Context: an optimization exercise on an open-source flow, tuned for small area, a short achievable clock period and few clock cycles. The choices shown serve that exercise and are no tape-out recipe. At most, simulation tests tie the RTL to the original design; equivalence was not proved. No functional check of the RTL was part of runs 1 to 3. Power and IR drop assume default switching activity.

===== flow/design.v =====
module passende_enc (
    input  wire        clk,
    input  wire        rst,             
    input  wire [6:0]  cfg_dpg,
    input  wire [1:0]  cfg_round,       
    input  wire [5:0]  cfg_mask_len,
    input  wire [62:0] cfg_mask,
    input  wire        cmd_valid,
    output wire        cmd_ready,
    input  wire [7:0]  cmd,
    input  wire [31:0] op_min,
    input  wire [31:0] op_max,
    input  wire [31:0] op_val,
    input  wire [31:0] op_n,
    output wire        rsp_valid,
    input  wire        rsp_ready,
    output wire [1:0]  rsp_kind,
    output wire [31:0] rsp_cnt,
    output wire        out_valid,
    input  wire        out_ready,
    output wire [7:0]  out_char
);
    localparam [31:0] POLY = 32'hEDB88320;
    localparam [3:0] S_IDLE = 4'b0001;    
    localparam [3:0] S_PREP = 4'b0010;    
    localparam [3:0] S_RUN  = 4'b0100;    
    localparam [3:0] S_RSP  = 4'b1000;    
    localparam [1:0] M_DATA  = 2'd0;
    localparam [1:0] M_CHECK = 2'd1;
    localparam [1:0] M_PAD   = 2'd2;
    reg [62:0] mask;
    reg [5:0]  mlen;            
    reg [6:0]  dpg;
    reg        pg;              
    reg        pc;              
    reg [31:0] crc;
    reg [4:0]  pa;              
    reg [31:0] ccount;          
    reg [5:0]  cs;              
    reg [4:0]  sacc;            
    reg [4:0]  nb;              
    reg [6:0]  rem;             
    reg        started;         
    reg [3:0]  state;
    reg [1:0]  mode;
    reg [31:0] cnt;             
    reg [31:0] vlow;            
    reg        vswp;            
    reg        negA;            
    reg        gtA;             
    reg [5:0]  da;              
    reg        dvalid;          
    reg        kind;
    reg        ov;
    reg        osep;
    reg [7:0]  ochar;
    function [7:0] sym_char;
        input [4:0] v;
        begin
            if (v < 5'd26)
                sym_char = 8'h41 + {3'b000, v};
            else case (v)
                5'd26:   sym_char = "2";
                5'd27:   sym_char = "3";
                5'd28:   sym_char = "6";
                5'd29:   sym_char = "7";
                5'd30:   sym_char = "8";
                default: sym_char = "9";
            endcase
        end
    endfunction
    function [31:0] crc_g;
        input [4:0] x;
        begin
            crc_g = (x[0] ? POLY : 32'd0) ^ (x[1] ? (POLY >> 1) : 32'd0) ^
                    (x[2] ? (POLY >> 2) : 32'd0) ^ (x[3] ? (POLY >> 3) : 32'd0) ^
                    (x[4] ? (POLY >> 4) : 32'd0);
        end
    endfunction
    function [4:0] win36;
        input [35:0] v;
        input [4:0]  s;
        reg [19:0] a;
        reg [11:0] b;
        reg [7:0]  c;
        reg [5:0]  d;
        begin
            a = s[4] ? v[35:16] : v[19:0];
            b = s[3] ? a[19:8]  : a[11:0];
            c = s[2] ? b[11:4]  : b[7:0];
            d = s[1] ? c[7:2]   : c[5:0];
            win36 = s[0] ? d[5:1] : d[4:0];
        end
    endfunction
    function [4:0] win68;
        input [67:0] v;
        input [5:0]  s;
        reg [35:0] a;
        begin
            a = s[5] ? v[67:32] : v[35:0];
            win68 = win36(a, s[4:0]);
        end
    endfunction
    function [33:0] sub33;
        input [32:0] a;
        input [32:0] b;
        reg [32:0] g, p, h;
        reg [31:0] G, P, Gn, Pn;
        reg [32:0] c;
        integer i, l, m;
        begin
            h = a ^ ~b;
            g = a & ~b;
            p = h;
            G = g[31:0];
            P = p[31:0];
            for (l = 0; l < 5; l = l + 1) begin
                Gn = G;
                Pn = P;
                for (i = 0; i < 32; i = i + 1) begin
                    if ((i >> l) & 1) begin
                        m = ((i >> l) << l) - 1;
                        Gn[i] = G[i] | (P[i] & G[m]);
                        Pn[i] = P[i] & P[m];
                    end
                end
                G = Gn;
                P = Pn;
            end
            c = {G | P, 1'b1};
            sub33 = {~(h[32] ^ G[31]), h ^ c};
        end
    endfunction
    function [31:0] below_or;
        input [31:0] x;
        reg [31:0] o, on;
        integer i, l, m;
        begin
            o = x;
            for (l = 0; l < 5; l = l + 1) begin
                on = o;
                for (i = 0; i < 32; i = i + 1) begin
                    if ((i >> l) & 1) begin
                        m = ((i >> l) << l) - 1;
                        on[i] = o[i] | o[m];
                    end
                end
                o = on;
            end
            below_or = {o[30:0], 1'b0};
        end
    endfunction
    wire is_init   = (cmd == 8'h00);
    wire is_wbit   = ((cmd & 8'hEF) == 8'h01);
    wire is_wint   = ((cmd & 8'hDF) == 8'h02);
    wire is_wchk   = (cmd == 8'h03);
    wire is_wchkn  = (cmd == 8'h04);
    wire is_result = (cmd == 8'h05);
    wire is_nchk   = (cmd == 8'h06);
    wire legal     = is_init | is_wbit | is_wint | is_wchk | is_wchkn | is_result | is_nchk;
    wire idle   = state[0];
    wire run    = state[2];
    wire accept = idle & cmd_valid;
    wire       mask_on = (mlen != 6'd0);
    wire [4:0] mfun    = win68({5'd0, mask}, cs);
    wire [5:0] mr      = mlen - cs;               
    reg  [4:0] mw;
    integer j;
    reg  [2:0] wj;
    always @* begin
        for (j = 0; j < 5; j = j + 1) begin
            wj = j[2:0] - mr[2:0];
            if ((mr > j) || !mask_on)
                mw[j] = mask_on & mfun[j];
            else
                mw[j] = mask[wj[1:0]];
        end
    end
    wire [4:0] MW = {mw[0], mw[1], mw[2], mw[3], mw[4]};
    wire [4:0] cwin = win36({crc[3:0], crc}, pa);
    wire [4:0] RWc  = {cwin[0], cwin[1], cwin[2], cwin[3], cwin[4]};
    wire [31:0] dreg = vlow;
    wire [5:0]  dia  = da;
    wire [4:0]  RWd  = win68({28'd0, dreg, 4'b0000}, dia);
    wire [1:0] emode  = idle ? M_PAD : mode;
    wire [5:1] nd     = {nb[0], nb[1], nb[2], nb[3], nb[4]};   
    wire       rem_nz = (rem != 7'd0);
    wire       cnt_nz = (cnt != 32'd0);
    wire       cnt_big = (cnt[31:3] != 29'd0);
    wire [2:0] c3     = cnt[2:0];
    wire       cnt_ge = cnt_big | (nb[4] & (c3 != 3'd0)) | (nb[3] & (c3[2] | c3[1])) |
                        (nb[2] & (c3[2] | (c3[1] & c3[0]))) | (nb[1] & c3[2]) |
                        (nb[0] & c3[2] & (c3[1] | c3[0]));
    wire       dix_ge = (da[5:2] != 4'd0);       
    wire [1:0] d2     = da[1:0];
    wire [5:1] tpd    = {1'b0,
                         nb[0] & (d2 == 2'd3),
                         (nb[0] & (d2 == 2'd2)) | (nb[1] & (d2 == 2'd3)),
                         (nb[0] & (d2 == 2'd1)) | (nb[1] & (d2 == 2'd2)) | (nb[2] & (d2 == 2'd3)),
                         (nb[0] & (d2 == 2'd0)) | (nb[1] & (d2 == 2'd1)) | (nb[2] & (d2 == 2'd2)) |
                         (nb[3] & (d2 == 2'd3))};
    wire       pad_work = ~nb[0] | (pg & rem_nz);
    reg        ge;              
    reg  [5:1] tph;             
    reg        has_work;
    reg  [4:0] RW;
    reg        src_dat;
    reg        src_chk;
    always @* begin
        ge       = 1'b1;
        tph      = 5'd0;
        has_work = 1'b0;
        RW       = 5'd0;
        src_dat  = 1'b0;
        src_chk  = 1'b0;
        case (emode)
        M_DATA: begin
            ge       = dix_ge;
            tph      = tpd;
            has_work = dvalid;
            RW       = RWd;
            src_dat  = 1'b1;
        end
        M_CHECK: begin
            ge       = cnt_ge;
            tph      = {1'b0, c3 == 3'd4, c3 == 3'd3, c3 == 3'd2, c3 == 3'd1};
            has_work = cnt_nz;
            RW       = RWc;
            src_chk  = 1'b1;
        end
        default: begin
            has_work = pad_work;
            RW       = pc ? RWc : 5'd0;
            src_chk  = pc;
        end
        endcase
    end
    wire [5:1] th = ge ? nd : tph;                
    wire [4:0] lmn = {nb[0], nb[0] | nb[1], nb[0] | nb[1] | nb[2], ~nb[4], 1'b1};
    wire [4:0] W   = (RW ^ MW) & lmn;
    wire [4:0] sym = sacc | W;
    wire [4:0] nbp;
    assign nbp[0] = 1'b0;
    assign nbp[1] = nb[0] & tph[1];
    assign nbp[2] = (nb[0] & tph[2]) | (nb[1] & tph[1]);
    assign nbp[3] = (nb[0] & tph[3]) | (nb[1] & tph[2]) | (nb[2] & tph[1]);
    assign nbp[4] = (nb[0] & tph[4]) | (nb[1] & tph[3]) | (nb[2] & tph[2]) | (nb[3] & tph[1]);
    wire [4:0] lmp    = {nbp[0], nbp[0] | nbp[1], nbp[0] | nbp[1] | nbp[2], ~nbp[4], 1'b1};
    wire [4:0] sacc_p = sacc | (W & ~lmp);
    wire       dpg_on = (dpg != 7'd0);
    wire       sep_c  = dpg_on & ~rem_nz & started;
    wire [6:0] rem_c  = (rem_nz ? rem : dpg) - 7'd1;
    wire [4:0] xd  = ge ? (RW & lmn) : (dreg[4:0] & {1'b0, tph[4], tph[4] | tph[3],
                                                     tph[4] | tph[3] | tph[2], 1'b1});
    wire [31:0] crc_sh = ({32{th[1]}} & (crc >> 1)) | ({32{th[2]}} & (crc >> 2)) |
                         ({32{th[3]}} & (crc >> 3)) | ({32{th[4]}} & (crc >> 4)) |
                         ({32{th[5]}} & (crc >> 5));
    wire [31:0] crc_step = crc_sh ^ crc_g(xd);
    wire [28:0] cc_hi1  = ccount[31:3] + 29'd1;
    wire [3:0]  cc0     = {1'b0, ccount[2:0]};
    wire [3:0]  cc_loe  = ({4{th[1]}} & (cc0 + 4'd1)) | ({4{th[2]}} & (cc0 + 4'd2)) |
                          ({4{th[3]}} & (cc0 + 4'd3)) | ({4{th[4]}} & (cc0 + 4'd4)) |
                          ({4{th[5]}} & (cc0 + 4'd5));
    wire [3:0]  cc_lo1  = cc0 + 4'd1;
    wire [4:0]  pa_z    = ({5{nb[0]}} & pa)          | ({5{nb[1]}} & (pa + 5'd1)) |
                          ({5{nb[2]}} & (pa + 5'd2)) | ({5{nb[3]}} & (pa + 5'd3)) |
                          ({5{nb[4]}} & (pa + 5'd4));
    wire [4:0]  pa_dp   = ({5{nbp[1]}} & 5'd31) | ({5{nbp[2]}} & 5'd30) |
                          ({5{nbp[3]}} & 5'd29) | ({5{nbp[4]}} & 5'd28);
    wire [4:0]  pa_d1   = ({5{nb[0]}} & 5'd31) | ({5{nb[1]}} & 5'd30) |
                          ({5{nb[2]}} & 5'd29) | ({5{nb[3]}} & 5'd28);
    wire [5:0]  top_a   = ({6{nb[0]}} & {1'b0, top})          | ({6{nb[1]}} & ({1'b0, top} + 6'd1)) |
                          ({6{nb[2]}} & ({1'b0, top} + 6'd2)) | ({6{nb[3]}} & ({1'b0, top} + 6'd3)) |
                          ({6{nb[4]}} & ({1'b0, top} + 6'd4));
    wire [28:0] cn_hi1  = cnt[31:3] - 29'd1;
    wire [3:0]  cn0     = {1'b0, c3};
    wire [3:0]  cn_lo   = ({4{nd[1]}} & (cn0 - 4'd1)) | ({4{nd[2]}} & (cn0 - 4'd2)) |
                          ({4{nd[3]}} & (cn0 - 4'd3)) | ({4{nd[4]}} & (cn0 - 4'd4)) |
                          ({4{nd[5]}} & (cn0 - 4'd5));
    wire [31:0] cn_e    = {cn_lo[3] ? cn_hi1 : cnt[31:3], cn_lo[2:0]};
    wire        dvl_e   = (da[5:3] != 3'd0) | (da[2] & (da[1] | da[0]));    
    wire [5:0] cs_5 = (mr > 6'd5) ? (cs + 6'd5) : (6'd5 - mr);
    wire       c_1    = |({nb[0], nb[1], nb[2], nb[3], nb[4]} & RWc);
    wire       m_1    = |({nb[0], nb[1], nb[2], nb[3], nb[4]} & MW);
    wire       b_in   = is_wbit ? cmd[4] : c_1;
    wire       w1     = b_in ^ m_1;
    wire       full1  = nb[4];
    wire [4:0] one_n  = {nb[0], nb[1], nb[2], nb[3], nb[4]};
    wire [31:0] crc_1 = (crc >> 1) ^ (cmd[4] ? POLY : 32'd0);
    wire [32:0] A = {cmd[5] & op_min[31], op_min};
    wire [32:0] B = {cmd[5] & op_max[31], op_max};
    wire [32:0] V = {cmd[5] & op_val[31], op_val};
    wire [33:0] sBA = sub33(B, A);
    wire [33:0] sVA = sub33(V, A);
    wire [33:0] sVB = sub33({negA, vlow}, {vswp, cnt});
    wire [31:0] span = cnt ^ ({32{vswp}} & below_or(cnt));
    wire        v_neg = vswp ? sVB[32] : negA;
    wire        v_gt  = vswp ? gtA : sVB[33];
    wire [31:0] v_off = v_neg ? 32'd0 : (v_gt ? span : (vswp ? sVB[31:0] : vlow));
    reg  [4:0]  top;
    integer k;
    always @* begin
        top = 5'd0;
        for (k = 0; k < 32; k = k + 1)
            if (span[k]) top = k[4:0];
    end
    reg [62:0] mask_i;
    reg [5:0]  mlen_i;
    integer q;
    always @* begin
        mask_i = cfg_mask;
        mlen_i = cfg_mask_len;
        case (cfg_mask_len)
        6'd1: begin mlen_i = 6'd5; for (q = 0; q < 8; q = q + 1) mask_i[q] = cfg_mask[0];     end
        6'd2: begin mlen_i = 6'd6; for (q = 0; q < 8; q = q + 1) mask_i[q] = cfg_mask[q % 2]; end
        6'd3: begin mlen_i = 6'd6; for (q = 0; q < 8; q = q + 1) mask_i[q] = cfg_mask[q % 3]; end
        6'd4: begin mlen_i = 6'd8; for (q = 0; q < 8; q = q + 1) mask_i[q] = cfg_mask[q % 4]; end
        default: ;
        endcase
    end
    wire can_push = ~ov | (out_ready & ~osep);
    wire fire     = run & has_work & can_push;
    wire step_e   = fire | (accept & is_result & pad_work);
    wire step_1   = accept & (is_wbit | is_wchk);
    wire [7:0]  char_e  = sym_char(step_1 ? {sacc[4:1], w1} : sym);
    wire [3:0]  cc_lo   = step_1 ? cc_lo1 : cc_loe;
    wire [31:0] cc_next = {cc_lo[3] ? cc_hi1 : ccount[31:3], cc_lo[2:0]};
    assign cmd_ready = idle;
    assign rsp_valid = state[3];
    assign rsp_kind  = {1'b0, kind};
    assign rsp_cnt   = ccount;
    assign out_valid = ov;
    assign out_char  = osep ? 8'h20 : ochar;
    always @(posedge clk) begin
        if (rst) begin
            state   <= S_IDLE;
            crc     <= 32'hFFFFFFFF;
            pa      <= 5'd0;
            cs      <= 6'd0;
            sacc    <= 5'd0;
            nb      <= 5'b00001;
            rem     <= 7'd0;
            started <= 1'b0;
            ccount  <= 32'd0;
            mlen    <= 6'd0;
            dpg     <= 7'd0;
            pg      <= 1'b0;
            pc      <= 1'b0;
            ov      <= 1'b0;
        end else begin
            if (ov & out_ready) begin
                if (osep) osep <= 1'b0;
                else      ov   <= 1'b0;
            end
            if (step_e) begin
                if (src_dat) begin
                    crc <= crc_step;
                    pa  <= ge ? 5'd0 : pa_dp;
                end else if (src_chk) begin
                    if (ge) pa <= pa + 5'd5;
                    ccount <= cc_next;
                end else begin
                    pa  <= pa_z;
                end
                if (emode == M_CHECK) cnt <= cn_e;
                if (emode == M_DATA) begin
                    da     <= da - 6'd5;
                    dvalid <= ge & dvl_e;
                end
                if (ge) begin
                    if (mask_on) cs <= cs_5;
                    sacc  <= 5'd0;
                    nb    <= 5'b00001;
                    if (dpg_on) rem <= rem_c;
                    started <= 1'b1;
                    ov    <= 1'b1;
                    osep  <= sep_c;
                    ochar <= char_e;
                end else begin
                    sacc  <= sacc_p;
                    nb    <= nbp;
                end
            end
            if (step_1) begin
                if (is_wbit) begin
                    crc <= crc_1;
                    pa  <= full1 ? 5'd0 : pa_d1;
                end else begin
                    if (full1) pa <= pa + 5'd5;
                    ccount <= cc_next;
                end
                if (full1) begin
                    if (mask_on) cs <= cs_5;
                    sacc  <= 5'd0;
                    nb    <= 5'b00001;
                    if (dpg_on) rem <= rem_c;
                    started <= 1'b1;
                    ov    <= 1'b1;
                    osep  <= sep_c;
                    ochar <= char_e;
                end else begin
                    sacc  <= w1 ? (sacc | one_n) : sacc;
                    nb    <= {nb[3:0], 1'b0};
                end
            end
            case (1'b1)
            state[0]: if (cmd_valid) begin
                kind  <= ~legal;
                state <= S_RSP;
                if (is_init) begin
                    mask    <= mask_i;
                    mlen    <= mlen_i;
                    dpg     <= cfg_dpg;
                    pg      <= cfg_round[0];
                    pc      <= cfg_round[1];
                    crc     <= 32'hFFFFFFFF;
                    pa      <= 5'd0;
                    cs      <= 6'd0;
                    sacc    <= 5'd0;
                    nb      <= 5'b00001;
                    rem     <= 7'd0;
                    started <= 1'b0;
                    ccount  <= 32'd0;
                end
                if ((is_wbit | is_wchk) & full1) begin
                    mode   <= M_DATA;
                    dvalid <= 1'b0;
                    state <= S_RUN;
                end
                if (is_wchkn) begin
                    mode <= M_CHECK;
                    cnt  <= op_n;
                    if (op_n != 32'd0) state <= S_RUN;
                end
                if (is_result) begin
                    mode <= M_PAD;
                    if (pad_work) state <= S_RUN;
                end
                if (is_wint) begin
                    cnt   <= sBA[31:0];
                    vswp  <= sBA[32];
                    vlow  <= sVA[31:0];
                    negA  <= sVA[32];
                    gtA   <= sVA[33];
                    state <= S_PREP;
                end
            end
            state[1]: begin
                mode   <= M_DATA;
                vlow   <= v_off;
                da     <= top_a;
                dvalid <= cnt_nz;
                state  <= cnt_nz ? S_RUN : S_RSP;
            end
            state[2]: begin
                if ((~has_work & can_push) | (fire & ~ge))
                    state <= S_RSP;
            end
            state[3]: if (rsp_ready) state <= S_IDLE;
            endcase
        end
    end
endmodule

===== flow/flow/run.sh =====
#!/bin/bash
set -euo pipefail
bash standard.sh SETUP_SLACK_MARGIN=5.5 finish > standard_flow.log 2>&1

===== flow/standard.sh =====
#!/bin/bash
# synth_recipe.tcl (not shown) runs the flow's synth.tcl, then flattens the netlist and writes it again
# the make line also repeats each setting of config.mk as NAME=value (left out here)
make -C /OpenROAD-flow-scripts/flow DESIGN_CONFIG=/design/flow/config.mk WORK_HOME=/design/flow/orfs CLKGATE_MAP_FILE= SYNTH_SCRIPT=/design/flow/synth_recipe.tcl "${@:-finish}"

===== flow/config.mk =====
export PLATFORM = sky130hd
export DESIGN_NAME = passende_enc
export DESIGN_NICKNAME = passende_enc
export VERILOG_FILES = /design/flow/design.v
export SDC_FILE = /design/flow/constraint.sdc
export NUM_CORES = 4
export LEC_CHECK = 0
export CAP_MARGIN = 20
export CORE_MARGIN = 2
export CORE_UTILIZATION = 25
export PLACE_DENSITY = 0.5
export SETUP_SLACK_MARGIN = 5
export SLEW_MARGIN = 20
export TNS_END_PERCENT = 5

===== flow/constraint.sdc =====
create_clock -name core_clock -period 10.0 [get_ports {clk}]
set_input_delay 2.0000 -clock core_clock [delete_from_list [all_inputs] [get_ports {clk}]]
set_output_delay 2.0000 -clock core_clock [all_outputs]
set_load 0.01 [all_outputs]

==> results.yml, run 1 <==
yosys:
  syn-instance-count: 2948
  synth_edf_count: 149
  synth_nets: 3320
  async_flop_share_pct: 0
  ys.warnings.count: 1
  synth_ff_type: "edfxtp_1"
  seq_area_frac_synth_pct: 27.7
  synth_cell_types: 95
  synth_area_per_cell_um2: 8.24
  synth.ff_latch_count: 262
  synth_area_um2: 24300
finish:
  fin_cells: 4471
  drive_gt1_share_pct: 13.8
  antennaDiodeCount: 0
  syn_to_final_growth_pct: 27.3
  design_area_um2: 30900
  n_fill_cell: 10160
  final_nets: 3540
  final_util_pct: 32.1
setup_path:
  arrival_ps: 5010
  path_class: "input port to flop"
  critical_path.top_delay_family: "compound AO/OA/AOI/OAI gates"
  path_cells: "clkdlybuf4s50_1 -> ha_1 -> a21o_1 -> a21o_1 -> a21o_4 -> a2111oi_4 -> o21a_1 -> o21a_1 -> o21a_1 -> o21bai_2 -> a31oi_2 -> xnor2_2 -> a22o_1"
  cp-start-kind: "input port"
  cpMostUsedCell: "o21a_1"
  endpoint_kind: "flop"
  crit_buf_inv: 1
  cp.required_ps: 10320
  crit_fanout: 3
  cp_slowest_cell: "clkdlybuf4s50_1"
  cpPeakStageDelay_ps: 440
routing:
  post_drt_via_cell_ratio: 5.42
  drc_errors: 0
  wire_per_inst_um: 22.0
  drt_iter0_markers: 2567
  antenna_left: 0
  wirelength_mm: 98.6
  num_vias: 24234
  drt-pass1-iter-count: 7
power_and_ir_drop:
  ir_drop_mv: 0.0921
  total_power_mw: 3.43
  powerDensity_nw_per_um2: 111
  leakage_nw: 11.2
timing:
  rsz0062_at_grt: "true"
  maxSlewViolCount: 0
  worst_slew_pin_slew_ps: 910
  max_slew_margin_pct: 39.2
  skew_ps: 21.3
  tns_ps: 0
  min_period_over_period_pct: 46.9
  max_freq_mhz: 213
  hold_viol: 0
  finalSetupViolations: 0
  fin_crit_ps: 4690
die:
  ios: 264
  die_area_um2: 99700
  core_um2: 96400
  start_util_pct: 25.2
  die_h_um: 316
  rows: 114
  fp.dieW_um: 316
global_routing:
  grt_pass1_wl_mm: 148
  grt_max_degree: 64
  first_global_vias: 23089
  gr-usage-all-layers_pct: 19.2
  grt_overflow: 0
  grt_antenna_before_repair: 2
cts:
  cts.path.max_buffers: 3
  numCtsBuffers: 36
  cts.htree.levels: 2
  clock-sinks: 262
  clock_latency_ps: 570
  tritoncts: "done"
  hold_buffers: 0
  clk_transition_reported_paths_ps: 50
  cts_root_buffer: "clkbuf_16"
min_path:
  hold_class: "flop to flop"
job:
  drv_cap: 0
placed_design:
  dp_hpwl_mm: 72.2
  dpl-instance-area_um2: 28100
  dp_cells: 4324
  portBuffers: 262
  gp_congestion: 0.908
run_status:
  status: "no timing/DRC/antenna violations"
## timing repair
item	CTS	global route
resized for setup	189	52
setup buffers	53	25
setup endpoints to repair	153	96
pin swaps	44	20
cloned	4	0
hold endpoints to repair	0	0
## final cells by class
class / instances / area (um^2) / area share, %
inverters: 145 / 559 / 1.81
repair buffers: 388 / 3630 / 11.8
multi-input cells: 2335 / 17100 / 55.4
well taps: 1276 / 1600 / 5.16
flip-flops and latches: 262 / 6750 / 21.8
clock buffers: 46 / 988 / 3.20
clock inverters: 19 / 251 / 0.814
## through the flow
stage	hold WS (ps)	worst slack (ps)
global route	457	5230
global placement	436	3550
detailed placement	439	3430
floorplan	425	4820
CTS	452	5420
finish	456	5310
## metal layers
metal	GRT usage [%]	up-vias	part of all wire, %
met4	4.57	4	2.2
met3	3.32	131	7.2
li1	-	11453	-
met2	30.0	811	45
met1	27.3	11835	45
met5	0	-	0.025
## kinds of logic after synthesis
kind of cell    share of synthesized area (%)
compound gates                           24.7
xor+xnor                                 8.49
fa+ha+maj                                7.95
buf+inv                                  5.63
flops                                    27.7
mux                                      7.51
other cells                            0.0154
simple gates                             18.0
## sequential cells by signal, summed over array words and instances (netlist names), 6 cells and up
| register | flops |
|---|---|
| rem | 7 |
| cs | 6 |
| mlen | 6 |
| dpg | 7 |
| vlow | 32 |
| da | 6 |
| ccount | 32 |
| crc | 32 |
| ochar | 8 |
| cnt | 32 |
| mask | 63 |
## final timing paths
path                                         from                 end  slack [ps]  cells past startpoint
worst max-delay path                    op_val[0]  vlow[23]$_DFFE_PP_        5310                     13
worst max register to register  cnt[21]$_DFFE_PN_     da[4]$_DFFE_PN_        5450                     16
worst min-delay path              pg$_SDFFE_PP0P_     pg$_SDFFE_PP0P_         460                      2
worst min register to register    pg$_SDFFE_PP0P_     pg$_SDFFE_PP0P_         460                      2
## synthesized netlist by cell type, types with 39 or more instances
library cell    n  area share (%)
a21o_1         42             1.3
a21oi_1       213             4.4
a22oi_1        64             2.0
clkbuf_1      165             2.5
dfxtp_1       113             9.3
edfxtp_1      149              18
ha_1          152             7.8
inv_1         137             2.1
mux2i_1        63             2.6
mux4_2         39             3.6
nand2_1       294             4.5
nand3_1        74             1.5
nor2_1        229             3.5
nor3_1         78             1.6
o21ai_0       176             3.6
o22ai_1        39             1.0
xnor2_1       153             5.5
xor2_1         75             2.7
## power breakdown
group,internal (mW),switching (mW),leakage (nW)
clock,0.833,0.555,0.606
sequential,1.16,0.0382,2.30
combinational,0.369,0.468,8.25
total,2.37,1.06,11.2
## cell usage in the layout, fill, tap and decap left out, types with 36 or more instances in the layout
| master | n |
|---|---|
| nand2_1 | 290 |
| clkdlybuf4s50_1 | 246 |
| nor2_1 | 220 |
| a21oi_1 | 199 |
| o21ai_0 | 164 |
| edfxtp_1 | 149 |
| xnor2_1 | 148 |
| ha_1 | 135 |
| inv_1 | 127 |
| buf_4 | 114 |
| dfxtp_1 | 106 |
| xor2_1 | 74 |
| nor3_1 | 71 |
| nand3_1 | 70 |
| a22oi_1 | 64 |
| mux2i_1 | 62 |
| a21o_1 | 41 |
| o22ai_1 | 39 |
| mux4_2 | 39 |
| o211ai_1 | 37 |
| clkbuf_16 | 36 |
## worst reg2reg max path: stages (launching register included)
cell and delay, ps:
edfxtp_1 530, or4_1 590, nor3_2 450, nand3_1 350, o41ai_1 400, xnor2_1 280, nand2_1 110, o21bai_1 250
o21ai_2 150, inv_1 90, ha_1 170, inv_1 60, a221oi_2 300, nor2_1 60, o21ai_0 140, a21oi_1 80
a32o_1 270
==> run 2, diff against run 1 <==
==> flow/flow/run.sh (replaced) <==
#!/bin/bash
set -euo pipefail
bash standard.sh SETUP_SLACK_MARGIN=5.35 finish > standard_flow.log 2>&1
==> run 2 against run 1 <==
Critical path depth is 1 lower. Sequential cell count is the same. Non-clock buffer count grew 6. Total power is 2.6% lower. Final area shrank 0.33%. Combinational power decreased by 1%. Clock skew hardly changed. Clock power is 6% lower. Die area did not move. Fmax down 1.1%.
==> results.yml, run 2 <==
run_status:
  status: "no timing/DRC/antenna violations"
cts:
  cts_root_buffer: "clkbuf_16"
  tritoncts: "done"
  clock-sinks: 262
  hold_buffers: 0
  clk_transition_reported_paths_ps: 60
  clock_latency_ps: 570
  numCtsBuffers: 36
  cts.htree.levels: 2
  cts.path.max_buffers: 3
global_routing:
  grt_antenna_before_repair: 4
  grt_max_degree: 64
  gr-usage-all-layers_pct: 18.9
  first_global_vias: 22913
  grt_pass1_wl_mm: 147
  grt_overflow: 0
yosys:
  yosysMostFrequentCell: "nand2_1"
  seq_area_frac_synth_pct: 27.7
  synth_area_per_cell_um2: 8.24
  synthTopCellsByArea: "edfxtp_1 (18%), dfxtp_1 (9.3%), ha_1 (7.8%), xnor2_1 (5.5%), nand2_1 (4.5%)"
  synth_common_cells: "nand2_1 (294), nor2_1 (229), a21oi_1 (213)"
  synth_nets: 3320
  post-synth-top-area-cell: "edfxtp_1"
  async_flop_share_pct: 0
  syn-instance-count: 2948
  synth_top_area_share_pct: 18.4
  synth_area_um2: 24300
  synth_ff_type: "edfxtp_1"
  synth_edf_count: 149
  synth_cell_types: 95
  ys.warnings.count: 1
  synth.ff_latch_count: 262
finish:
  final_nets: 3546
  syn_to_final_growth_pct: 26.9
  layout.cells.most_common: "nand2_1"
  final_cell_mix: "nand2_1 (290), clkdlybuf4s50_1 (248), nor2_1 (220)"
  largest_reg_flops: 63
  fin_cells: 4479
  multiInputGateArea_um2: 17100
  register_area_um2: 6750
  final_util_pct: 32.0
  regMostFlops: "mask"
  n_fill_cell: 10276
  drive_gt1_share_pct: 13.4
  design_area_um2: 30800
die:
  rows: 114
  start_util_pct: 25.2
  die_h_um: 316
  die_area_um2: 99700
  fp.dieW_um: 316
  core_um2: 96400
  ios: 264
timing:
  fin_crit_ps: 4740
  max_freq_mhz: 211
  worst_slew_pin_slew_ps: 1060
  maxSlewViolCount: 0
  max_slew_margin_pct: 28.6
  min_period_over_period_pct: 47.4
  tns_ps: 0
  timing.hold.ws_ps: 448
  hold_viol: 0
  finalSetupViolations: 0
  rsz0062_at_grt: "true"
  skew_ps: 21.4
  fin_ws_ps: 5260
routing:
  wire_per_inst_um: 21.9
  drc_errors: 0
  drt-pass1-iter-count: 9
  num_vias: 24449
  post_drt_via_cell_ratio: 5.46
  antenna_left: 0
  wirelength_mm: 98.0
  drt_iter0_markers: 2505
placed_design:
  dp_hpwl_mm: 72.0
  dp_cells: 4327
  pre_cts_ws_ps: 3430
  portBuffers: 262
  gp_congestion: 0.926
  dpl-instance-area_um2: 28100
setup_path:
  cp.required_ps: 10330
  arrival_ps: 5070
  crit_fanout: 5
  endpoint_kind: "flop"
  path_class: "input port to flop"
  cp-start-kind: "input port"
power_and_ir_drop:
  total_power_mw: 3.34
  powerDensity_nw_per_um2: 108
  leakage_nw: 11.1
  ir_drop_mv: 0.0875
job:
  drv_cap: 0
min_path:
  hold_class: "flop to flop"
-- run 2: final cells by class --
cell class | instances | share of cell area (%)
diodes | 2 | 0.0162
clock buffers | 51 | 3.37
clock inverters | 14 | 0.406
inverters | 145 | 1.80
multi-input cells | 2335 | 55.5
flip-flops and latches | 262 | 21.9
well taps | 1276 | 5.18
repair buffers | 394 | 11.8
-- run 2: power breakdown --
group / total [mW] / switching, mW / internal (mW)
sequential: 1.20 / 0.0393 / 1.16
combinational: 0.827 / 0.461 / 0.366
clock: 1.31 / 0.553 / 0.757
-- run 2: kinds of logic after synthesis --
group,after synthesis,synth area share [%]
other,1,0.0154
buffers and inverters,354,5.63
adders and majority gates,154,7.95
and+or+nand+nor,920,18.0
AOI/OAI and AO/OA,895,24.7
DFF,262,27.7
muxes,130,7.51
xor gates and xnor gates,232,8.49
-- run 2: final timing paths --
kind,startpoint,end,slack (ps),cells past startpoint
min reg2reg,sacc[1]$_SDFF_PP0_,sacc[1]$_SDFF_PP0_,450,2
max,cmd[2],ochar[3]$_DFFE_PN_,5260,12
max reg2reg,cnt[18]$_DFFE_PN_,vlow[31]$_DFFE_PP_,5420,13
min,sacc[1]$_SDFF_PP0_,sacc[1]$_SDFF_PP0_,450,2
-- run 2: routing by layer --
layer  track usage, %  part of all wire [%]  vias up  routed length, um
li1                 -                     -    11465                  -
met1             27.4                    46    11990              45000
met2             29.4                    45      874              43900
met3             2.76                   6.9      116               6780
met4             4.74                   2.3        4               2270
met5                0                 0.026        -                 25
-- run 2: worst max-delay path, stage by stage --
cell and delay (ps):
buf_6 100, or4b_4 530, or3_4 430, a41o_4 280, or4b_4 540, o311ai_4 100
nor2_4 120, inv_2 120, ha_4 150, nor2_2 40, a2111o_1 420, o211a_1 230
-- run 2: repair_timing --
| action | CTS | global route |
|---|---|---|
| setup buffers | 41 | 40 |
| pin swaps | 36 | 30 |
| gates cloned | 4 | 0 |
| resized for setup | 117 | 98 |
| endpoints found under the setup margin | 138 | 91 |
==> run 3, diff against run 2 <==
==> flow/flow/run.sh (replaced) <==
#!/bin/bash
set -euo pipefail
bash standard.sh SETUP_SLACK_MARGIN=5.5 finish > standard_flow.log 2>&1
--- a/flow/config.mk
+++ b/flow/config.mk
@@ -8,6 +8,8 @@
 export CAP_MARGIN = 20
 export CORE_MARGIN = 2
 export CORE_UTILIZATION = 25
+export CTS_CLUSTER_DIAMETER = 80
+export CTS_CLUSTER_SIZE = 30
 export PLACE_DENSITY = 0.5
 export SETUP_SLACK_MARGIN = 5
 export SLEW_MARGIN = 20
==> run 3 against run 2 <==
Still clean. Synthesized cell count stayed put. Final cell count is 0.29% lower. Total power is 4.3% lower. Sequential cell count stayed put. Sequential power hardly changed. Critical endpoint is now ochar[0]$_DFFE_PN_. Largest power group is now sequential cells. Highest routed layer unchanged.
==> results.yml, run 3 <==
cts:
  tritoncts: "done"
  cts.path.max_buffers: 3
  cts.htree.levels: 1
  clock-sinks: 262
  clk_transition_reported_paths_ps: 80
  hold_buffers: 0
  numCtsBuffers: 27
  cts_root_buffer: "clkbuf_16"
  clock_latency_ps: 620
job:
  drv_cap: 0
power_and_ir_drop:
  internal_power_mw: 2.12
  ir_drop_mv: 0.122
  total_power_mw: 3.20
  combPwrFrac_pct: 26.4
  sw_frac_of_total_pct: 33.7
  switching_power_mw: 1.08
  powerDensity_nw_per_um2: 104
  sequentialPowerShare_pct: 37.6
  clkPwrFrac_pct: 36.0
  leakage_nw: 11.1
routing:
  antenna_left: 0
  drt-pass1-iter-count: 8
  drt_iter0_markers: 2495
  wire_per_inst_um: 22.1
  wirelength_mm: 98.5
  drc_errors: 0
  num_vias: 24252
  post_drt_via_cell_ratio: 5.43
placed_design:
  portBuffers: 262
  dp_hpwl_mm: 72.2
  gp_congestion: 0.908
die:
  fp.dieW_um: 316
  die_h_um: 316
  start_util_pct: 25.2
  ios: 264
  core_um2: 96400
  rows: 114
  die_area_um2: 99700
yosys:
  ys.warnings.count: 1
  synth.ff_latch_count: 262
  synthTopCellsByArea: "edfxtp_1 (18%), dfxtp_1 (9.3%), ha_1 (7.8%), xnor2_1 (5.5%), nand2_1 (4.5%)"
  post-synth-top-area-cell: "edfxtp_1"
  synth_compound_area_share_pct: 24.7
  async_flop_share_pct: 0
  synth_xor_area_share_pct: 8.49
  synth_top_area_share_pct: 18.4
  synth_top_family_by_area: "compound AO/OA/AOI/OAI gates"
  synth_area_um2: 24300
  synth_edf_count: 149
  synthSimpleGateAreaFrac_pct: 18.0
  synthMuxAreaShare_pct: 7.51
  syn-instance-count: 2948
  synthAdderAreaFrac_pct: 7.95
  synth_cell_types: 95
  synth_ff_type: "edfxtp_1"
  synth_area_per_cell_um2: 8.24
  yosysMostFrequentCell: "nand2_1"
  synth_nets: 3320
  seq_area_frac_synth_pct: 27.7
  synth_common_cells: "nand2_1 (294), nor2_1 (229), a21oi_1 (213)"
timing:
  hold_viol: 0
  maxSlewViolCount: 0
  timing.hold.ws_ps: 461
  fin_crit_ps: 4650
  max_freq_mhz: 215
  worst_slew_pin_slew_ps: 937
  max_slew_margin_pct: 37.4
  finalSetupViolations: 0
  min_period_over_period_pct: 46.5
  skew_ps: 37.2
  tns_ps: 0
  rsz0062_at_grt: "true"
global_routing:
  grt_antenna_before_repair: 2
  gr-usage-all-layers_pct: 19.0
  grt_pass1_wl_mm: 147
  grt_overflow: 0
  first_global_vias: 22898
  grt_max_degree: 64
finish:
  multiInputGateArea_um2: 17200
  largest_reg_flops: 63
  final_util_pct: 31.9
  antennaDiodeCount: 0
  final_cell_mix: "nand2_1 (291), clkdlybuf4s50_1 (244), nor2_1 (223)"
  final_nets: 3541
  regMostFlops: "mask"
  drive_gt1_share_pct: 13.7
  n_fill_cell: 10178
  register_area_um2: 6750
  layout.cells.most_common: "nand2_1"
  syn_to_final_growth_pct: 26.6
run_status:
  status: "no timing/DRC/antenna violations"
setup_path:
  path_class: "input port to flop"
  cpPeakStageDelay_ps: 560
  arrival_ps: 5030
  endpoint_kind: "flop"
  path_cells: "buf_8 -> or4b_4 -> or3_4 -> a41o_4 -> or4b_4 -> o311ai_4 -> nor2_2 -> buf_6 -> ha_1 -> o21bai_1 -> mux2i_1 -> mux2i_1 -> mux2_2"
  cp-start-kind: "input port"
  cp.required_ps: 10380
  cp_slowest_cell: "or4b_4"
  crit_fanout: 5
min_path:
  hold_class: "flop to flop"
## run 3: cell counts after synthesis
Identical to the previous run, type by type.
## run 3: cells by family (layout without fill, tap and decap cells)
logic type	Yosys count	count (layout)
flip-flops	262	262
AO/OA/AOI/OAI	895	896
adder cells (fa/ha/maj)	154	154
buffers and inverters	354	593
AND/OR/NAND/NOR	920	921
multiplexers	130	131
other	1	1
XOR/XNOR	232	232
## run 3: worst max-delay path: cells and delay by family
kind | cells | cell delay, ps
multiplexers | 3 | 510
AND/OR/NAND/NOR | 4 | 1560
AO/OA/AOI/OAI | 3 | 490
adder cells (fa/ha/maj) | 1 | 220
buffers and inverters | 2 | 230
## run 3: repair_timing
item | CTS | global route
setup endpoints to repair | 150 | 92
resized for setup | 159 | 87
pin swaps | 44 | 40
gates cloned | 4 | 0
buffers inserted | 49 | 39
## run 3: area by class of cell
class | instances | share of cell area, %
Clock buffer | 29 | 2.22
Sequential cell | 262 | 22.0
Timing Repair Buffer | 398 | 12.1
Multi-Input combinational cell | 2335 | 55.8
Clock inverter | 21 | 0.927
Tap cell | 1276 | 5.19
Inverter | 145 | 1.82
## run 3: through the flow
stage               instance area [um^2]  setup WS, ps  cells
floorplan                          24300          4820   2948
global placement                   28100          3550   4324
detailed placement                 28100          3430   4324
CTS                                30100          5420   4427
global route                       30800          5260   4466
finish                             30800          5350   4466
## run 3: path summary, 6_finish.rpt
kind | slack, ps | from | end | cells past startpoint
worst max-delay path | 5350 | cmd[2] | ochar[0]$_DFFE_PN_ | 13
worst min-delay path | 460 | pg$_SDFFE_PP0P_ | pg$_SDFFE_PP0P_ | 2
worst max register to register | 5480 | cnt[21]$_DFFE_PN_ | da[4]$_DFFE_PN_ | 16
worst min register to register | 460 | pg$_SDFFE_PP0P_ | pg$_SDFFE_PP0P_ | 2
## run 3: per-layer routing
metal / vias up / track usage, % / wire length [um]
li1: 11453 / - / -
met1: 11901 / 27.5 / 45500
met2: 789 / 30.0 / 44700
met3: 105 / 2.83 / 6400
met4: 4 / 3.66 / 1890
met5: - / 0 / 26
## run 3: power groups by stage
stage | Combinational [mW] | Sequential (mW) | Clock, mW
after global placement | 0.748 | 1.23 | 0
after floorplan | 0.490 | 1.20 | 0
after global routing | 0.908 | 1.20 | 1.22
after CTS | 0.798 | 1.20 | 1.19
final | 0.844 | 1.20 | 1.15
after detailed placement | 0.747 | 1.23 | 0
==> run 4, diff against run 3 <==
--- a/flow/design.v
+++ b/flow/design.v
@@ -261,7 +261,9 @@
     wire [3:0]  cc_loe  = ({4{th[1]}} & (cc0 + 4'd1)) | ({4{th[2]}} & (cc0 + 4'd2)) |
                           ({4{th[3]}} & (cc0 + 4'd3)) | ({4{th[4]}} & (cc0 + 4'd4)) |
                           ({4{th[5]}} & (cc0 + 4'd5));
+    wire [31:0] cc_e    = {cc_loe[3] ? cc_hi1 : ccount[31:3], cc_loe[2:0]};
     wire [3:0]  cc_lo1  = cc0 + 4'd1;
+    wire [31:0] cc_1    = {cc_lo1[3] ? cc_hi1 : ccount[31:3], cc_lo1[2:0]};
     wire [4:0]  pa_z    = ({5{nb[0]}} & pa)          | ({5{nb[1]}} & (pa + 5'd1)) |
                           ({5{nb[2]}} & (pa + 5'd2)) | ({5{nb[3]}} & (pa + 5'd3)) |
                           ({5{nb[4]}} & (pa + 5'd4));
@@ -280,11 +282,14 @@
     wire [31:0] cn_e    = {cn_lo[3] ? cn_hi1 : cnt[31:3], cn_lo[2:0]};
     wire        dvl_e   = (da[5:3] != 3'd0) | (da[2] & (da[1] | da[0]));    
     wire [5:0] cs_5 = (mr > 6'd5) ? (cs + 6'd5) : (6'd5 - mr);
+    wire [7:0] char_e = sym_char(sym);
     wire       c_1    = |({nb[0], nb[1], nb[2], nb[3], nb[4]} & RWc);
     wire       m_1    = |({nb[0], nb[1], nb[2], nb[3], nb[4]} & MW);
     wire       b_in   = is_wbit ? cmd[4] : c_1;
     wire       w1     = b_in ^ m_1;
     wire       full1  = nb[4];
+    wire [7:0] char_0 = sym_char(sacc);
+    wire [7:0] char_1 = sym_char(sacc | 5'd1);
     wire [4:0] one_n  = {nb[0], nb[1], nb[2], nb[3], nb[4]};
     wire [31:0] crc_1 = (crc >> 1) ^ (cmd[4] ? POLY : 32'd0);
     wire [32:0] A = {cmd[5] & op_min[31], op_min};
@@ -322,9 +327,6 @@
     wire fire     = run & has_work & can_push;
     wire step_e   = fire | (accept & is_result & pad_work);
     wire step_1   = accept & (is_wbit | is_wchk);
-    wire [7:0]  char_e  = sym_char(step_1 ? {sacc[4:1], w1} : sym);
-    wire [3:0]  cc_lo   = step_1 ? cc_lo1 : cc_loe;
-    wire [31:0] cc_next = {cc_lo[3] ? cc_hi1 : ccount[31:3], cc_lo[2:0]};
     assign cmd_ready = idle;
     assign rsp_valid = state[3];
     assign rsp_kind  = {1'b0, kind};
@@ -358,7 +360,7 @@
                     pa  <= ge ? 5'd0 : pa_dp;
                 end else if (src_chk) begin
                     if (ge) pa <= pa + 5'd5;
-                    ccount <= cc_next;
+                    ccount <= cc_e;
                 end else begin
                     pa  <= pa_z;
                 end
@@ -387,7 +389,7 @@
                     pa  <= full1 ? 5'd0 : pa_d1;
                 end else begin
                     if (full1) pa <= pa + 5'd5;
-                    ccount <= cc_next;
+                    ccount <= cc_1;
                 end
                 if (full1) begin
                     if (mask_on) cs <= cs_5;
@@ -397,7 +399,7 @@
                     started <= 1'b1;
                     ov    <= 1'b1;
                     osep  <= sep_c;
-                    ochar <= char_e;
+                    ochar <= w1 ? char_1 : char_0;
                 end else begin
                     sacc  <= w1 ? (sacc | one_n) : sacc;
                     nb    <= {nb[3:0], 1'b0};
--- a/flow/config.mk
+++ b/flow/config.mk
@@ -8,9 +8,7 @@
 export CAP_MARGIN = 20
 export CORE_MARGIN = 2
 export CORE_UTILIZATION = 25
-export CTS_CLUSTER_DIAMETER = 80
-export CTS_CLUSTER_SIZE = 30
 export PLACE_DENSITY = 0.5
 export SETUP_SLACK_MARGIN = 5
 export SLEW_MARGIN = 20
-export TNS_END_PERCENT = 5
+export TNS_END_PERCENT = 0
==> run 4 against run 3 <==
First-iteration DRC count fell by 4.2%. Fmax up 0.65%. Worst setup slack improved by 30 ps. Clock skew shrank 15 ps. Global-route usage shrank 1.0 points. Sequential cell count stayed put. Final area grew 1.1%. Core utilization fell by 0.39 points. Sequential power about the same. Register-to-register slack about the same. Combinational power is 24% lower. Largest power group is now the clock network.
==> results.yml, run 4 <==
routing:
  wirelength_mm: 96.7
  post_drt_via_cell_ratio: 5.46
  wire_per_inst_um: 21.3
  num_vias: 24749
  drc_errors: 0
  antenna_left: 0
  drt_iter0_markers: 2390
  drt-pass1-iter-count: 7
global_routing:
  first_global_vias: 23451
  grt_max_degree: 64
  grt_pass1_wl_mm: 146
  grt_antenna_before_repair: 2
  grt_overflow: 0
  gr-usage-all-layers_pct: 18.0
setup_path:
  endpoint_kind: "flop"
  cp_slowest_cell: "clkdlybuf4s50_1"
  cpPeakStageDelay_ps: 470
  arrival_ps: 4930
  cpMostUsedCell: "a21o_1"
  path_class: "input port to flop"
  path_cells: "clkdlybuf4s50_1 -> inv_2 -> ha_4 -> a21o_1 -> a21o_1 -> a21oi_2 -> o21ai_1 -> a221o_1 -> a21o_1 -> a211oi_4 -> o2111ai_2 -> a21oi_2 -> xor2_2 -> o221ai_2"
  crit_fanout: 4
  cp.required_ps: 10310
  cp-start-kind: "input port"
timing:
  worst_slew_pin_slew_ps: 1060
  min_period_over_period_pct: 46.2
  maxSlewViolCount: 0
  rsz0062_at_grt: "true"
  hold_viol: 0
  fin_crit_ps: 4620
  max_freq_mhz: 216
  max_slew_margin_pct: 28.6
  fin_ws_ps: 5380
  skew_ps: 22.1
  tns_ps: 0
  finalSetupViolations: 0
power_and_ir_drop:
  ir_drop_mv: 0.103
  leakage_nw: 11.2
  powerDensity_nw_per_um2: 101
finish:
  final_cell_mix: "nand2_1 (279), clkdlybuf4s50_1 (250), nor2_1 (224)"
  syn_to_final_growth_pct: 24.4
  largest_reg_flops: 63
  fin_cells: 4530
  drive_gt1_share_pct: 11.7
  regMostFlops: "mask"
  final_nets: 3594
  layout.cells.most_common: "nand2_1"
die:
  start_util_pct: 25.3
  die_area_um2: 103000
  die_h_um: 320
  ios: 264
  rows: 115
  core_um2: 98700
  fp.dieW_um: 320
cts:
  hold_buffers: 0
  cts_root_buffer: "clkbuf_16"
  numCtsBuffers: 37
  cts.path.max_buffers: 3
  tritoncts: "done"
  cts.htree.levels: 2
  clock-sinks: 262
  clk_transition_reported_paths_ps: 60
  clock_latency_ps: 580
yosys:
  ys.warnings.count: 1
  synth_top_area_share_pct: 17.9
  yosysMostFrequentCell: "nand2_1"
  synth.ff_latch_count: 262
  synth_edf_count: 149
  post-synth-top-area-cell: "edfxtp_1"
  syn-instance-count: 3012
  synth_area_per_cell_um2: 8.30
  synth_cell_types: 108
  synth_nets: 3392
  synthTopCellsByArea: "edfxtp_1 (18%), dfxtp_1 (9.0%), ha_1 (8.0%), xnor2_1 (5.1%), nand2_1 (4.2%)"
  synth_common_cells: "nand2_1 (283), nor2_1 (235), a21oi_1 (197)"
  async_flop_share_pct: 0
  synth_area_um2: 25000
  seq_area_frac_synth_pct: 26.9
  synth_ff_type: "edfxtp_1"
placed_design:
  pre_cts_ws_ps: 3560
  dp_cells: 4399
  dp_hpwl_mm: 70.0
  gp_congestion: 0.892
  portBuffers: 262
run_status:
  status: "no timing/DRC/antenna violations"
min_path:
  hold_class: "flop to flop"
job:
  drv_cap: 0
[run 4: cell types whose count changed after synthesis, moves of 10 or more]
cell	delta
nand2_1	-11
and3_1	+12
a211oi_1	+13
o22ai_1	+13
a21oi_1	-16
nand3_1	+18
mux4_1	+10
buf_1	-14
a22oi_1	+10
a22o_1	-10
mux4_2	-11
clkbuf_1	-11
[run 4: area by class of cell]
class / instances / area (um^2)
Tap cell: 1287 / 1610
Clock buffer: 47 / 973
Inverter: 140 / 534
Timing Repair Buffer: 362 / 3410
Multi-Input combinational cell: 2411 / 17600
Fill cell: 10486 / 67600
Sequential cell: 262 / 6760
Clock inverter: 19 / 176
Antenna cell: 2 / 5.00
[run 4: logic make-up (layout without fill, tap and decap cells)]
kind of cell	after synthesis	after routing	share of synthesized area, %
and+or+nand+nor	978	981	19.1
AOI/OAI and AO/OA	910	911	24.4
buffers and inverters	344	568	5.87
DFF	262	262	26.9
xor gates and xnor gates	222	222	8.03
adders and majority gates	161	161	8.09
muxes	134	135	7.61
other	1	3	0.0150
[run 4: per-stage QoR]
stage / hold slack (ps) / area [um^2] / util [%] / total power [mW]
after CTS: 463 / 30100 / 30.5 / 3.14
after global routing: 493 / 31100 / 31.5 / 3.28
after detailed placement: 456 / 28700 / 29.1 / 1.82
after global placement: 448 / 28700 / 29.1 / 1.82
after floorplan: 431 / 25100 / - / 1.59
final: 458 / 31100 / 31.5 / 3.14
[run 4: final timing paths]
kind / start / to / slack [ps] / depth (start not counted)
worst max-delay path: op_min[17] / vlow[31]$_DFFE_PP_ / 5380 / 14
worst min-delay path: pg$_SDFFE_PP0P_ / pg$_SDFFE_PP0P_ / 460 / 2
worst max register to register: cnt[7]$_DFFE_PN_ / ccount[12]$_SDFF_PP0_ / 5470 / 13
worst min register to register: pg$_SDFFE_PP0P_ / pg$_SDFFE_PP0P_ / 460 / 2
[run 4: power by group]
group / switching [mW] / internal [mW] / leakage (nW) / total [mW]
clock: 0.554 / 0.745 / 0.554 / 1.30
combinational: 0.343 / 0.300 / 8.39 / 0.644
sequential: 0.0394 / 1.16 / 2.29 / 1.20
[run 4: what timing repair did]
action                                  4_1_cts  5_1_grt
pin swaps                                     7       36
gates cloned                                  3        2
gates resized for setup                      34      139
endpoints found under the setup margin      204      191
buffers inserted                             15       43
[run 4: metal layers]
metal	global-route usage, %	up-vias	share of wire [%]
met3	2.63	135	6.7
met4	4.01	0	2.1
met1	25.4	11867	46
met5	0	-	0
met2	28.8	1001	46
li1	-	11746	-
[run 4: worst max-delay path: cells and delay by family]
family,cells,cell delay (ps)
buf+inv,2,530
fa+ha+maj,1,250
compound gates,10,1900
xor+xnor,1,240
Testbench counts of run 4, summed over its fixed seeds: cycles 16,110.
==> run 5, diff against run 4 <==
--- a/flow/config.mk
+++ b/flow/config.mk
@@ -11,4 +11,4 @@
 export PLACE_DENSITY = 0.5
 export SETUP_SLACK_MARGIN = 5
 export SLEW_MARGIN = 20
-export TNS_END_PERCENT = 0
+export TNS_END_PERCENT = 5
==> run 5 against run 4 <==
Sequential share of layout area decreased by 0.28 points. Combinational power increased by 3.4%. Largest cell class unchanged. Highest routed layer unchanged. Global-route usage increased by 0.44 points. Register-to-register slack improved by 90 ps. Non-clock buffer count is 22 higher. Die area did not move. First-iteration DRC count increased by 16%. Wire length increased by 1.6%. Clock skew increased by 0.57 ps.
==> results.yml, run 5 <==
die:
  rows: 115
  die_h_um: 320
  start_util_pct: 25.3
  fp.dieW_um: 320
  ios: 264
  core_um2: 98700
  die_area_um2: 103000
global_routing:
  grt_use_met3_pct: 2.44
  grt_antenna_before_repair: 0
  busiest_layer: "met2"
  grt_pass1_wl_mm: 148
  use_met2_pct: 29.6
  first_global_vias: 23375
  use_met1_pct: 26.3
  grt_max_degree: 64
  grt_overflow: 0
  gr-usage-all-layers_pct: 18.4
routing:
  post_drt_via_cell_ratio: 5.49
  wirelength_mm: 98.2
  num_vias: 24993
  drt-pass1-iter-count: 11
  wire_per_inst_um: 21.6
  drc_errors: 0
  antenna_left: 0
  drt_iter0_markers: 2766
timing:
  rsz0062_at_grt: "true"
  min_period_over_period_pct: 45.0
  skew_ps: 22.7
  timing.hold.ws_ps: 458
  max_freq_mhz: 222
  worst_slew_pin_slew_ps: 1020
  fin_ws_ps: 5500
  tns_ps: 0
  maxSlewViolCount: 0
  hold_viol: 0
  fin_crit_ps: 4500
  finalSetupViolations: 0
  max_slew_margin_pct: 31.8
yosys:
  syn-instance-count: 3012
  synth_ff_type: "edfxtp_1"
  synthTopCellsByArea: "edfxtp_1 (18%), dfxtp_1 (9.0%), ha_1 (8.0%), xnor2_1 (5.1%), nand2_1 (4.2%)"
  synth_edf_count: 149
  synth_area_um2: 25000
  synth_area_per_cell_um2: 8.30
  synth_nets: 3392
  async_flop_share_pct: 0
  synth_top_area_share_pct: 17.9
  synth_cell_types: 108
  post-synth-top-area-cell: "edfxtp_1"
  ys.warnings.count: 1
  seq_area_frac_synth_pct: 26.9
  yosysMostFrequentCell: "nand2_1"
  synth.ff_latch_count: 262
  synth_common_cells: "nand2_1 (283), nor2_1 (235), a21oi_1 (197)"
power_and_ir_drop:
  ir_drop_mv: 0.0952
  leakage_nw: 11.5
  powerDensity_nw_per_um2: 99.7
placed_design:
  pre_cts_ws_ps: 3570
  dp_hpwl_mm: 70.4
  gp_congestion: 0.900
  portBuffers: 262
cts:
  cts.path.max_buffers: 3
  clock-sinks: 262
  numCtsBuffers: 37
  clk_transition_reported_paths_ps: 60
  cts.htree.levels: 2
  tritoncts: "done"
  cts_root_buffer: "clkbuf_16"
  clock_latency_ps: 580
finish:
  n_fill_cell: 10459
  layout.cells.most_common: "nand2_1"
  regMostFlops: "mask"
  antennaDiodeCount: 0
  drive_gt1_share_pct: 13.4
  final_util_pct: 32.0
  syn_to_final_growth_pct: 26.2
  final_nets: 3617
  largest_reg_flops: 63
  final_cell_mix: "nand2_1 (276), clkdlybuf4s50_1 (240), nor2_1 (220)"
setup_path:
  r2r_start: "cnt[7]$_DFFE_PN_"
  crit_fanout: 13
  cp.required_ps: 10520
  reg2regPathDepth: 12
  arrival_ps: 5020
  cp-start-kind: "input port"
  cp-startpoint: "cmd[7]"
  endpoint_kind: "flop"
  path_class: "input port to flop"
job:
  drv_cap: 0
min_path:
  min_path_cells: 2
  min_from: "pg$_SDFFE_PP0P_"
  hold_class: "flop to flop"
run_status:
  status: "no timing/DRC/antenna violations"
-- run 5: cell counts after synthesis --
Identical to the previous run, type by type.
-- run 5: area by class of cell --
| class | instances | area [um^2] | area share, % |
|---|---|---|---|
| tap | 1287 | 1610 | 5.11 |
| sequential | 262 | 6760 | 21.4 |
| clock buffer | 53 | 1040 | 3.28 |
| multi-input combinational | 2412 | 17900 | 56.7 |
| clock inverter | 14 | 92.6 | 0.294 |
| inverter | 140 | 539 | 1.71 |
| timing repair buffer | 384 | 3620 | 11.5 |
-- run 5: repair_timing --
action,CTS,global route
gates resized for setup,130,106
setup endpoints to repair,205,138
hold endpoints to repair,0,0
setup buffers,45,36
pin swaps,35,47
hold buffers,0,0
cloned,5,1
-- run 5: logic make-up (layout without fill, tap and decap cells) --
logic type / count (synthesis) / count (layout) / share of synthesized area, %
flip-flops: 262 / 262 / 26.9
multiplexers: 134 / 135 / 7.61
buffers and inverters: 344 / 591 / 5.87
other: 1 / 1 / 0.0150
XOR/XNOR: 222 / 222 / 8.03
adder cells (fa/ha/maj): 161 / 161 / 8.09
AND/OR/NAND/NOR: 978 / 982 / 19.1
AO/OA/AOI/OAI: 910 / 911 / 24.4
-- run 5: per-layer routing --
metal  part of all wire (%)  routed length (um)  up-vias
met1                     46               45300    12080
met4                    2.2                2170        0
met5                      0                   0        -
met2                     45               44400     1001
met3                    6.4                6300      124
li1                       -                   -    11788
-- run 5: final timing paths --
kind / to / slack, ps
setup / recovery: ccount[14]$_SDFF_PP0_ / 5500
hold / removal: pg$_SDFFE_PP0P_ / 460
setup reg to reg: ccount[12]$_SDFF_PP0_ / 5560
hold reg to reg: pg$_SDFFE_PP0P_ / 460
-- run 5: worst max-delay path, stage by stage --
cell and delay (ps):
dlygate4sd2_1 240, or3_4 440, buf_4 180, a2111oi_4 440, nand2_2 280, nor2_4 330, a32oi_4 190, nand3b_2 330
or4_1 500, nand2_1 70
-- run 5: power by group --
part | internal (mW) | leakage [nW] | switching (mW)
combinational | 0.310 | 8.63 | 0.356
clock | 0.723 | 0.542 | 0.560
sequential | 1.16 | 2.29 | 0.0352
-- run 5: per-stage QoR --
stage | power [mW] | cell area (um^2) | instances
CTS | 3.15 | 30800 | 4515
global route | 3.28 | 31500 | 4552
global placement | 1.82 | 28700 | 4398
floorplan | 1.59 | 25100 | 3012
finish | 3.15 | 31500 | 4552
detailed placement | 1.82 | 28700 | 4398
==> run 6, diff against run 5 <==
--- a/flow/config.mk
+++ b/flow/config.mk
@@ -8,6 +8,8 @@
 export CAP_MARGIN = 20
 export CORE_MARGIN = 2
 export CORE_UTILIZATION = 25
+export CTS_CLUSTER_DIAMETER = 60
+export CTS_CLUSTER_SIZE = 25
 export PLACE_DENSITY = 0.5
 export SETUP_SLACK_MARGIN = 5
 export SLEW_MARGIN = 20
==> run 6 against run 5 <==
Hold slack about the same. Total power increased by 6.3%. Sequential cell count unchanged. Critical endpoint is now cnt[27]$_DFFE_PN_.
==> results.yml, run 6 <==
power_and_ir_drop:
  powerDensity_nw_per_um2: 106
  leakage_nw: 11.5
  internal_power_mw: 2.31
  clkPwrFrac_pct: 44.4
  sw_frac_of_total_pct: 31.0
  switching_power_mw: 1.04
  total_power_mw: 3.35
  sequentialPowerShare_pct: 35.8
  combPwrFrac_pct: 19.9
  ir_drop_mv: 0.0939
finish:
  largest_reg_flops: 63
  final_cell_mix: "nand2_1 (276), clkdlybuf4s50_1 (242), nor2_1 (221)"
  final_nets: 3619
  layout.cells.most_common: "nand2_1"
  n_fill_cell: 10421
  syn_to_final_growth_pct: 26.8
  register_area_um2: 6760
  fin_cells: 4559
  regMostFlops: "mask"
  drive_gt1_share_pct: 13.7
  multiInputGateArea_um2: 17800
cts:
  cts.path.max_buffers: 3
  hold_buffers: 0
  clock_latency_ps: 590
  clock-sinks: 262
  numCtsBuffers: 41
  clk_transition_reported_paths_ps: 60
  cts.htree.levels: 2
  tritoncts: "done"
  cts_root_buffer: "clkbuf_16"
setup_path:
  cp.required_ps: 10310
  arrival_ps: 4870
  crit_fanout: 5
  endpoint_kind: "flop"
  path_class: "input port to flop"
  cp-start-kind: "input port"
yosys:
  synthTopCellsByArea: "edfxtp_1 (18%), dfxtp_1 (9.0%), ha_1 (8.0%), xnor2_1 (5.1%), nand2_1 (4.2%)"
  async_flop_share_pct: 0
  synth_common_cells: "nand2_1 (283), nor2_1 (235), a21oi_1 (197)"
  synth.ff_latch_count: 262
  ys.warnings.count: 1
  post-synth-top-area-cell: "edfxtp_1"
  yosysMostFrequentCell: "nand2_1"
  synth_top_area_share_pct: 17.9
  synth_area_um2: 25000
  synth_nets: 3392
  synth_edf_count: 149
  seq_area_frac_synth_pct: 26.9
  synth_ff_type: "edfxtp_1"
  syn-instance-count: 3012
  synth_cell_types: 108
  synth_area_per_cell_um2: 8.30
min_path:
  hold_class: "flop to flop"
timing:
  skew_ps: 26.6
  timing.hold.ws_ps: 458
  maxSlewViolCount: 0
  fin_crit_ps: 4560
  max_freq_mhz: 219
  min_period_over_period_pct: 45.6
  worst_slew_pin_slew_ps: 1170
  tns_ps: 0
  hold_viol: 0
  rsz0062_at_grt: "true"
  max_slew_margin_pct: 21.2
  finalSetupViolations: 0
  fin_ws_ps: 5440
global_routing:
  grt_antenna_before_repair: 6
  gr-usage-all-layers_pct: 18.3
  first_global_vias: 23427
  grt_max_degree: 64
  grt_pass1_wl_mm: 147
  grt_overflow: 0
die:
  core_um2: 98700
  fp.dieW_um: 320
  start_util_pct: 25.3
  ios: 264
  rows: 115
  die_area_um2: 103000
  die_h_um: 320
placed_design:
  portBuffers: 262
  pre_cts_ws_ps: 3570
  dp_cells: 4398
  gp_congestion: 0.900
  dp_hpwl_mm: 70.4
routing:
  antenna_left: 0
  wirelength_mm: 97.9
  drc_errors: 0
  drt_iter0_markers: 2721
  drt-pass1-iter-count: 12
  num_vias: 24900
  post_drt_via_cell_ratio: 5.46
  wire_per_inst_um: 21.5
job:
  drv_cap: 0
run_status:
  status: "no timing/DRC/antenna violations"
## run 6: timing repair
action / CTS / global route
resized for setup: 121 / 99
endpoints found under the hold margin: 0 / 0
pin swaps: 34 / 50
cloned: 5 / 0
setup endpoints to repair: 205 / 147
setup buffers: 40 / 40
## run 6: area by class of cell
class,count,area share [%]
antenna,2,0.0158
timing repair buffer,383,11.3
inverter,140,1.70
multi-input combinational,2411,56.2
sequential,262,21.3
clock buffer,42,3.25
tap,1287,5.08
clock inverter,32,1.13
## run 6: logic make-up after synthesis
logic type,synth area share (%)
flops,26.9
compound gates,24.4
simple gates,19.1
xor+xnor,8.03
fa+ha+maj,8.09
mux,7.61
other cells,0.0150
buf+inv,5.87
## run 6: worst paths after layout
check	start	endpoint	slack, ps	cells past startpoint
worst max-delay path	cmd[6]	cnt[27]$_DFFE_PN_	5440	13
worst min-delay path	pg$_SDFFE_PP0P_	pg$_SDFFE_PP0P_	460	2
worst max register to register	cnt[16]$_DFFE_PN_	ccount[8]$_SDFF_PP0_	5520	11
worst min register to register	pg$_SDFFE_PP0P_	pg$_SDFFE_PP0P_	460	2
## run 6: power groups by stage
| stage | logic (mW) | clock network (mW) | registers, mW |
|---|---|---|---|
| 5_1_grt | 0.724 | 1.55 | 1.20 |
| 4_1_cts | 0.634 | 1.52 | 1.20 |
| 6_report | 0.664 | 1.48 | 1.20 |
| 2_1_floorplan | 0.392 | 0 | 1.19 |
| 3_3_place_gp | 0.599 | 0 | 1.22 |
| 3_5_place_dp | 0.598 | 0 | 1.22 |
## run 6: stage by stage
| stage | area, um^2 | utilization, % |
|---|---|---|
| final | 31700 | 32.1 |
| after global routing | 31700 | 32.1 |
| after CTS | 31000 | 31.4 |
| after detailed placement | 28700 | 29.1 |
| after global placement | 28700 | 29.1 |
| after floorplan | 25100 | - |
## run 6: critical path, cell delays in order
cell	delay (ps)
dlygate4sd2_1	240
or3_4	460
nor4_4	190
nand2_2	120
nor4b_4	270
buf_6	160
o2111a_2	300
nand3_4	130
or3_4	440
nor4_4	230
xnor2_1	120
o22ai_1	130
a21oi_1	60
## run 6: per-layer routing
metal / up-vias / global-route usage, % / wire length, um
met4: 8 / 5.79 / 3020
met2: 1001 / 29.0 / 43700
li1: 11803 / - / -
met3: 146 / 3.13 / 7410
met1: 11942 / 25.4 / 43700
met5: - / 0 / 45

==> afterwards: timing with drivers on the ports <==
The results above use ideal ports. As a check the final layouts listed here were re-extracted and re-timed, cells and wires unchanged.
Step 1, drivers: a clkbuf_16 drives clk and a buf_2 each remaining input, both assumed.
Step 2 also shifts input and output timing later by t, the mid clock arrival at the registers, as if the neighbouring blocks saw the same clock.
Slacks: no drivers / after step 1 / after step 2; pairs: no drivers / after step 1.
run	t (ns)	slack for setup (ns)	pins driven straight from the clock port
run 1	0.634	5.312 / 5.361 / 4.727	1
run 2	0.627	5.259 / 5.295 / 4.667	1
run 3	0.680	5.345 / 5.381 / 4.700	1
run 4	0.625	5.376 / 5.410 / 4.785	1
run 5	0.635	5.500 / 5.513 / 4.878	1
run 6	0.638	5.443 / 5.484 / 4.846	1
After both steps setup and hold are still met in every run listed. For run 3, which loses most, drivers alone change the setup slack by +0.036 ns; drivers and shift together by -0.645 ns.
